Context: an optimization exercise on an open-source flow, tuned for small area and a short achievable clock period. The choices shown serve that exercise and are no tape-out recipe. Only simulation tests tie the RTL to the original design; equivalence was not proved. Power is estimated from default activity; no workload was simulated.

## oak
==> flow/design.v (excerpt) <==
module aux_rx_sync (
    input  wire        clk,
    input  wire        rst,           
    input  wire        arm,           
    input  wire [15:0] arm_t,
    input  wire        tick,          
    input  wire        rx_valid,      
    input  wire [7:0]  rx_data,
    output wire        rx_ready,
    output wire        rx_done,
    output wire [1:0]  rx_state,
    output wire [7:0]  cmd_status,
    output wire [8:0]  rx_cnt,
    output wire        rx_ovf,
    output wire        rx_prep,
    output wire [15:0] qrem,
    output wire [15:0] orem,
    output wire [7:0]  res_status,
    output wire [7:0]  res_src,
    output wire [7:0]  res_dst,
    output wire [7:0]  res_cmd,
    output wire [7:0]  res_len,
    output wire [7:0]  res_plen,
    input  wire        rd_sel,        
    input  wire [8:0]  rd_idx,
    output wire [7:0]  rd_byte
);
Size in the first run: about 150 I/O pins.
Settings: LEC_CHECK=0, CAP_MARGIN=20, CORE_MARGIN=2, CORE_UTILIZATION=55, CTS_BUF_LIST=sky130_fd_sc_hd__clkbuf_16, CTS_CLUSTER_DIAMETER=70, CTS_CLUSTER_SIZE=25, PLACE_DENSITY=0.7, SETUP_SLACK_MARGIN=4.5, SLEW_MARGIN=20, SYNTH_HIERARCHICAL=1, SYNTH_MINIMUM_KEEP_SIZE=0, TNS_END_PERCENT=5; clock period 10.0 ns.
run.sh (not shown) runs the stock make flow with config.mk's settings and CLKGATE_MAP_FILE= SYNTH_SCRIPT=/design/flow/synth_recipe.tcl, a recipe that flattens the netlist after the stock synthesis.
The inputs of pine differ from those of oak as listed below.
Settings: PLACE_DENSITY: 0.7 -> 0.82; CORE_UTILIZATION: 55 -> 75.
[summary]
- pine completed every stage of the flow, and the final layout passed the timing, design-rule and antenna checks.
- Diff oak -> pine: register-to-register slack down 0.80 ns, worst-case reg-to-reg path depth up 1, number of top-level pins flat, global-route met1 utilization up 18 points.
Edits applied to the flow inputs when going from pine to birch:
Settings: CORE_UTILIZATION: 75 -> 60; PLACE_DENSITY: 0.82 -> 0.72.
Notes after the runs:
- All-layer global routing usage was lower in the run labelled birch.
- birch against pine: largest fanout of any net on the critical path grew by 23; overall power after layout grew by 1.6%; number of vias in the routed layout shrank by 5740; final clock period utilization by the worst path shrank by 3.7 points; detailed-route wire length per cell shrank by 22%.
- Taking pine as the reference, in birch max-slew violation total from the final report barely changed; minimum clock period after layout dropped 0.37 ns; max-slew headroom at the worst pin climbed 8.9 points; clock network power climbed 10%.
- The critical path capture point comes out rd_byte[6] in one run and rd_byte[2] in the other, namely in birch and pine respectively.
- birch: global-route met3 utilization 10 points below pine
Input changes introduced in maple (baseline for comparison: birch):
Settings: a change of CORE_UTILIZATION from 60 to 65; a change of PLACE_DENSITY from 0.72 to 0.75.
==> run notes <==
maple vs birch — power density over the cells dropped about 1.6%.
Combinational power (lower): birch
Delta (maple minus birch): tightest hold margin up 0.011 ns, maximum operating frequency down 3.3 MHz.
Summary — wire length of the first global-routing pass, maple relative to birch: higher, by 9400 µm.
maple ends up with lower number of buffers created by CTS than birch does.

---

== run A ==
The RTL this note starts from:
==> flow/design.v <==
module aux_rx_sync (
    input  wire        clk,
    input  wire        rst,           
    input  wire        arm,           
    input  wire [15:0] arm_t,
    input  wire        tick,          
    input  wire        rx_valid,      
    input  wire [7:0]  rx_data,
    output wire        rx_ready,
    output wire        rx_done,
    output wire [1:0]  rx_state,
    output wire [7:0]  cmd_status,
    output wire [8:0]  rx_cnt,
    output wire        rx_ovf,
    output wire        rx_prep,
    output wire [15:0] qrem,
    output wire [15:0] orem,
    output wire [7:0]  res_status,
    output wire [7:0]  res_src,
    output wire [7:0]  res_dst,
    output wire [7:0]  res_cmd,
    output wire [7:0]  res_len,
    output wire [7:0]  res_plen,
    input  wire        rd_sel,        
    input  wire [8:0]  rd_idx,
    output wire [7:0]  rd_byte
);
    localparam [15:0] Q_TICKS  = 16'd100;
    localparam [7:0]  SENTINEL = 8'h3B;
    localparam [8:0]  RX_CAP   = 9'd258;
    localparam [1:0] S_OFF = 2'd0, S_IDLE = 2'd1, S_COLL = 2'd2;
    localparam [7:0] ST_OK       = 8'h00;
    localparam [7:0] ST_SHORT    = 8'h01;
    localparam [7:0] ST_SIZE     = 8'h03;
    localparam [7:0] ST_CKSUM    = 8'h04;
    localparam [7:0] ST_NODATA   = 8'h06;
    localparam [7:0] ST_TIMEOUT  = 8'h07;
    localparam [7:0] ST_BADOPND  = 8'h0D;
    localparam [7:0] ST_BUSY     = 8'h0E;
    localparam [7:0] ST_NONE     = 8'hFF;
    localparam [2:0] RC_NONE     = 3'd2;       
    reg [1:0]  state_q;
    reg [1:0]  cmd_q;                  
    reg [8:0]  cnt_q;
    reg        ovf_q;
    reg        prep_q;
    reg [6:0]  qrem_q;                 
    reg [15:0] orem_q;
    reg [7:0]  sum_q;                  
    reg [2:0]  res_code_q;             
    wire busy      = (state_q == S_IDLE) || (state_q == S_COLL);
    wire arm_ok    = arm && (arm_t != 16'd0) && !busy;
    wire take      = !arm && rx_valid && busy;
    wire do_tick   = !arm && !take && tick;
    wire store     = take && (cnt_q != RX_CAP);
    wire [6:0]  qrem_dec = qrem_q - 7'd1;
    wire [15:0] orem_dec = orem_q - 16'd1;
    wire        q_last   = (qrem_q == 7'd1);
    wire        o_last   = (orem_q == 16'd1);
    wire tick_idle = do_tick && (state_q == S_IDLE);
    wire tick_coll = do_tick && (state_q == S_COLL);
    wire [7:0] b0 = {col7[0], col6[0], col5[0], col4[0], col3[0], col2[0], col1[0], col0[0]};
    wire [7:0] b1 = {col7[1], col6[1], col5[1], col4[1], col3[1], col2[1], col1[1], col0[1]};
    wire [7:0] b2 = {col7[2], col6[2], col5[2], col4[2], col3[2], col2[2], col1[2], col0[2]};
    wire [7:0] b3 = {col7[3], col6[3], col5[3], col4[3], col3[3], col2[3], col1[3], col0[3]};
    wire [7:0] b4 = {col7[4], col6[4], col5[4], col4[4], col3[4], col2[4], col1[4], col0[4]};
    wire       f_prep = (b0 != SENTINEL);
    wire [7:0] f_len  = f_prep ? b0 : b1;
    wire [9:0] cand_len  = {1'b0, cnt_q} + {9'd0, f_prep};
    wire [9:0] frame_len = {2'b00, f_len} + 10'd3;
    wire [7:0] ck_sum = f_prep ? sum_q : (sum_q - SENTINEL);
    reg [7:0] f_status;
    always @(*) begin
        if (ovf_q)
            f_status = ST_SIZE;
        else if (cand_len < 10'd6)
            f_status = ST_SHORT;
        else if (cand_len != frame_len)
            f_status = ST_SIZE;
        else if (ck_sum != 8'd0)
            f_status = ST_CKSUM;
        else
            f_status = ST_OK;
    end
    reg [257:0] col0, col1, col2, col3, col4, col5, col6, col7;
    genvar b, k;
    generate
        for (k = 0; k < 258; k = k + 1) begin : g_wr
            always @(posedge clk)
                if (store && (cnt_q == k))
                    {col7[k], col6[k], col5[k], col4[k],
                     col3[k], col2[k], col1[k], col0[k]} <= rx_data;
        end
    endgenerate
    always @(posedge clk) begin
        if (rst) begin
            state_q      <= S_OFF;
            cmd_q        <= 2'd3;
            cnt_q        <= 9'd0;
            ovf_q        <= 1'b0;
            prep_q       <= 1'b0;
            qrem_q       <= 7'd0;
            orem_q       <= 16'd0;
            sum_q        <= 8'd0;
            res_code_q   <= RC_NONE;
        end else begin
            if (arm) begin
                if (arm_t == 16'd0)
                    cmd_q <= 2'd1;
                else if (busy)
                    cmd_q <= 2'd2;
                else
                    cmd_q <= 2'd0;
            end
            if (arm_ok) begin
                state_q      <= S_IDLE;
                cnt_q        <= 9'd0;
                ovf_q        <= 1'b0;
                prep_q       <= 1'b0;
                qrem_q       <= 7'd0;
                orem_q       <= arm_t;
                sum_q        <= 8'd0;
                res_code_q   <= RC_NONE;
            end
            if (take) begin
                state_q <= S_COLL;
                qrem_q  <= Q_TICKS[6:0];
                if (store) begin
                    cnt_q <= cnt_q + 9'd1;
                    sum_q <= sum_q + rx_data;
                end else begin
                    ovf_q <= 1'b1;
                end
            end
            if (tick_idle) begin
                orem_q <= orem_dec;
                if (o_last) begin
                    state_q      <= S_OFF;
                    res_code_q   <= ST_NODATA[2:0];
                end
            end
            if (tick_coll) begin
                qrem_q <= qrem_dec;
                orem_q <= orem_dec;
                if (q_last) begin
                    state_q      <= S_OFF;
                    prep_q       <= f_prep;
                    res_code_q   <= f_status[2:0];
                end else if (o_last) begin
                    state_q      <= S_OFF;
                    res_code_q   <= ST_TIMEOUT[2:0];
                end
            end
        end
    end
    assign rx_state   = state_q;
    assign rx_ready   = busy;
    assign rx_done    = (state_q == S_OFF) && (res_code_q != RC_NONE);
    assign cmd_status = (cmd_q == 2'd0) ? ST_OK : (cmd_q == 2'd1) ? ST_BADOPND :
                        (cmd_q == 2'd2) ? ST_BUSY : ST_NONE;
    assign rx_cnt     = cnt_q;
    assign rx_ovf     = ovf_q;
    assign rx_prep    = prep_q;
    assign qrem       = {9'd0, qrem_q};
    assign orem       = orem_q;
    wire res_ok = (res_code_q == 3'd0);
    wire [7:0] h_len = prep_q ? b0 : b1;
    wire [7:0] h_src = prep_q ? b1 : b2;
    wire [7:0] h_dst = prep_q ? b2 : b3;
    wire [7:0] h_cmd = prep_q ? b3 : b4;
    assign res_status = (res_code_q == RC_NONE) ? ST_NONE : {5'd0, res_code_q};
    assign res_src    = res_ok ? h_src : 8'd0;
    assign res_dst    = res_ok ? h_dst : 8'd0;
    assign res_cmd    = res_ok ? h_cmd : 8'd0;
    assign res_len    = res_ok ? h_len : 8'd0;
    assign res_plen   = res_ok ? (h_len - 8'd3) : 8'd0;
    wire [2:0] il = rd_idx[2:0];
    wire [2:0] im = rd_idx[5:3];
    wire [2:0] ih = rd_idx[8:6];
    wire       off5  = rd_sel && !prep_q;
    wire       off4  = rd_sel &&  prep_q;
    wire       c_lo  = (off5 && (il >= 3'd3)) || (off4 && il[2]);
    wire       c_mid = c_lo && (im == 3'd7);
    function lt9(input [8:0] a, input [8:0] bb);
        integer n;
        reg r;
        begin
            r = 1'b0;
            for (n = 0; n < 9; n = n + 1)
                r = (!a[n] && bb[n]) || (!(a[n] ^ bb[n]) && r);
            lt9 = r;
        end
    endfunction
    wire [7:0] dec_lo, dec_mid;
    wire [4:0] dec_hi;
    genvar j;
    generate
        for (j = 0; j < 8; j = j + 1) begin : g_dec
            assign dec_lo[j]  = off5 ? (il == ((j + 3) % 8)) :
                                off4 ? (il == ((j + 4) % 8)) : (il == j);
            assign dec_mid[j] = c_lo ? (im == ((j + 7) % 8)) : (im == j);
        end
        for (j = 0; j < 5; j = j + 1) begin : g_dec_hi
            assign dec_hi[j] = c_mid ? (ih == ((j + 7) % 8)) : (ih == j);
        end
    endgenerate
    wire [2063:0] colv = {col7, col6, col5, col4, col3, col2, col1, col0};
    wire [7:0]    rd_val;
    genvar g;
    generate
        for (b = 0; b < 8; b = b + 1) begin : g_rd
            wire [257:0] cb = colv[258*b +: 258];
            wire [39:0]  t1;           
            wire [4:0]   t2;           
            for (g = 0; g < 32; g = g + 1) begin : g_t1
                aux_rx_sel8 u_s1 (.d(cb[8*g +: 8]), .s(dec_lo), .y(t1[g]));
            end
            assign t1[32] = |(cb[257:256] & dec_lo[1:0]);
            assign t1[39:33] = 7'd0;
            for (g = 0; g < 5; g = g + 1) begin : g_t2
                aux_rx_sel8 u_s2 (.d(t1[8*g +: 8]), .s(dec_mid), .y(t2[g]));
            end
            assign rd_val[b] = |(t2 & dec_hi);
        end
    endgenerate
    wire       pay_ok  = res_ok && lt9(rd_idx, {1'b0, res_plen});
    wire       rd_ok   = rd_sel ? pay_ok : lt9(rd_idx, cnt_q);
    assign rd_byte = rd_ok ? rd_val : 8'd0;
endmodule
module aux_rx_sel8 (
    input  wire [7:0] d,
    input  wire [7:0] s,
    output wire       y
);
    assign y = |(d & s);
endmodule
clock: 10.0 ns
lec_check: 0
cap_margin: 20
core_margin: 2
core_utilization: 55
cts_buf_list: sky130_fd_sc_hd__clkbuf_16
cts_cluster_diameter: 80
cts_cluster_size: 30
place_density: 0.7
setup_slack_margin: 4.5
slew_margin: 20
synth_hierarchical: 1
synth_minimum_keep_size: 0
tns_end_percent: 5
### run A -> run B
- CORE_UTILIZATION: 55 -> 75
- PLACE_DENSITY: 0.7 -> 0.82
==> run notes <==
- | total setup buffers inserted after CTS | run B vs run A | 8 lower |
- The setup slack of run B is smaller than that of run A.
- Going from run A to run B, layout overhead on the synthesized area now sits lower; power fell 2.9%; largest clock skew in the final design essentially unchanged; post-detailed-routing wire length climbed 4.8 mm.
- Run B went all the way through synthesis, placement and routing and the layout is clean on timing, DRC and antenna.
- In run B relative to run A, standard-cell row count had gone down by more than 10%.
- Diff run A -> run B: maximum fanout encountered on the critical timing path went down 9, fill cell instance count of the final layout went down by about 50%.
The following lists how run C was set up differently from run B:
- CORE_UTILIZATION now 65, was 75
- PLACE_DENSITY now 0.75, was 0.82
--- outcome ---
| later-pin clock latency in the skew report | run B vs run C | ≈ equal |
Run B → run C: overall power consumption increased 1.9%, post-layout net count decreased 22, cell row count increased 9.

-- afterwards: timing with drivers on the ports --
In the flow no input, the clock included, has a driving cell. The finished layouts below were timed again as built, in two steps. Step 1: set_driving_cell puts a clkbuf_16 on clk and a buf_2 on each other input, an assumption about the parent block. Step 2 moves the port delays by t, midway between the first and last clock arrival at a register: inputs arrive t later, outputs are due t later. That takes back most of the time a late clock gives input paths. Slacks: ideal ports / drivers / drivers and shift; pairs: ideal ports / drivers.
| run | shift t [ns] | setup slack, ns | worst setup path after step 2 | clock arrival spread, ns | worst slew at a driven data input, ns |
|---|---|---|---|---|---|
| oak | 0.835 | 2.860 / 2.803 / 2.803 | input to output | 0.038 / 0.038 | 0.09 |
| pine | 0.829 | 2.563 / 2.517 / 2.517 | input to output | 0.063 / 0.063 | 0.13 |
| birch | 0.847 | 2.934 / 2.885 / 2.885 | input to output | 0.048 / 0.047 | 0.08 |
| maple | 0.821 | 2.766 / 2.696 / 2.696 | input to output | 0.044 / 0.044 | 0.14 |
| run A | 0.828 | 2.643 / 2.578 / 2.578 | input to output | 0.047 / 0.046 | 0.20 |
| run B | 0.780 | 2.574 / 2.503 / 2.503 | input to output | 0.035 / 0.035 | 0.08 |
| run C | 0.787 | 2.442 / 2.366 / 2.366 | input to output | 0.046 / 0.046 | 0.12 |
After both steps every run listed still meets setup and hold. The setup slack of run C, which loses most, moves by -0.076 ns with the drivers and by -0.076 ns with both steps.
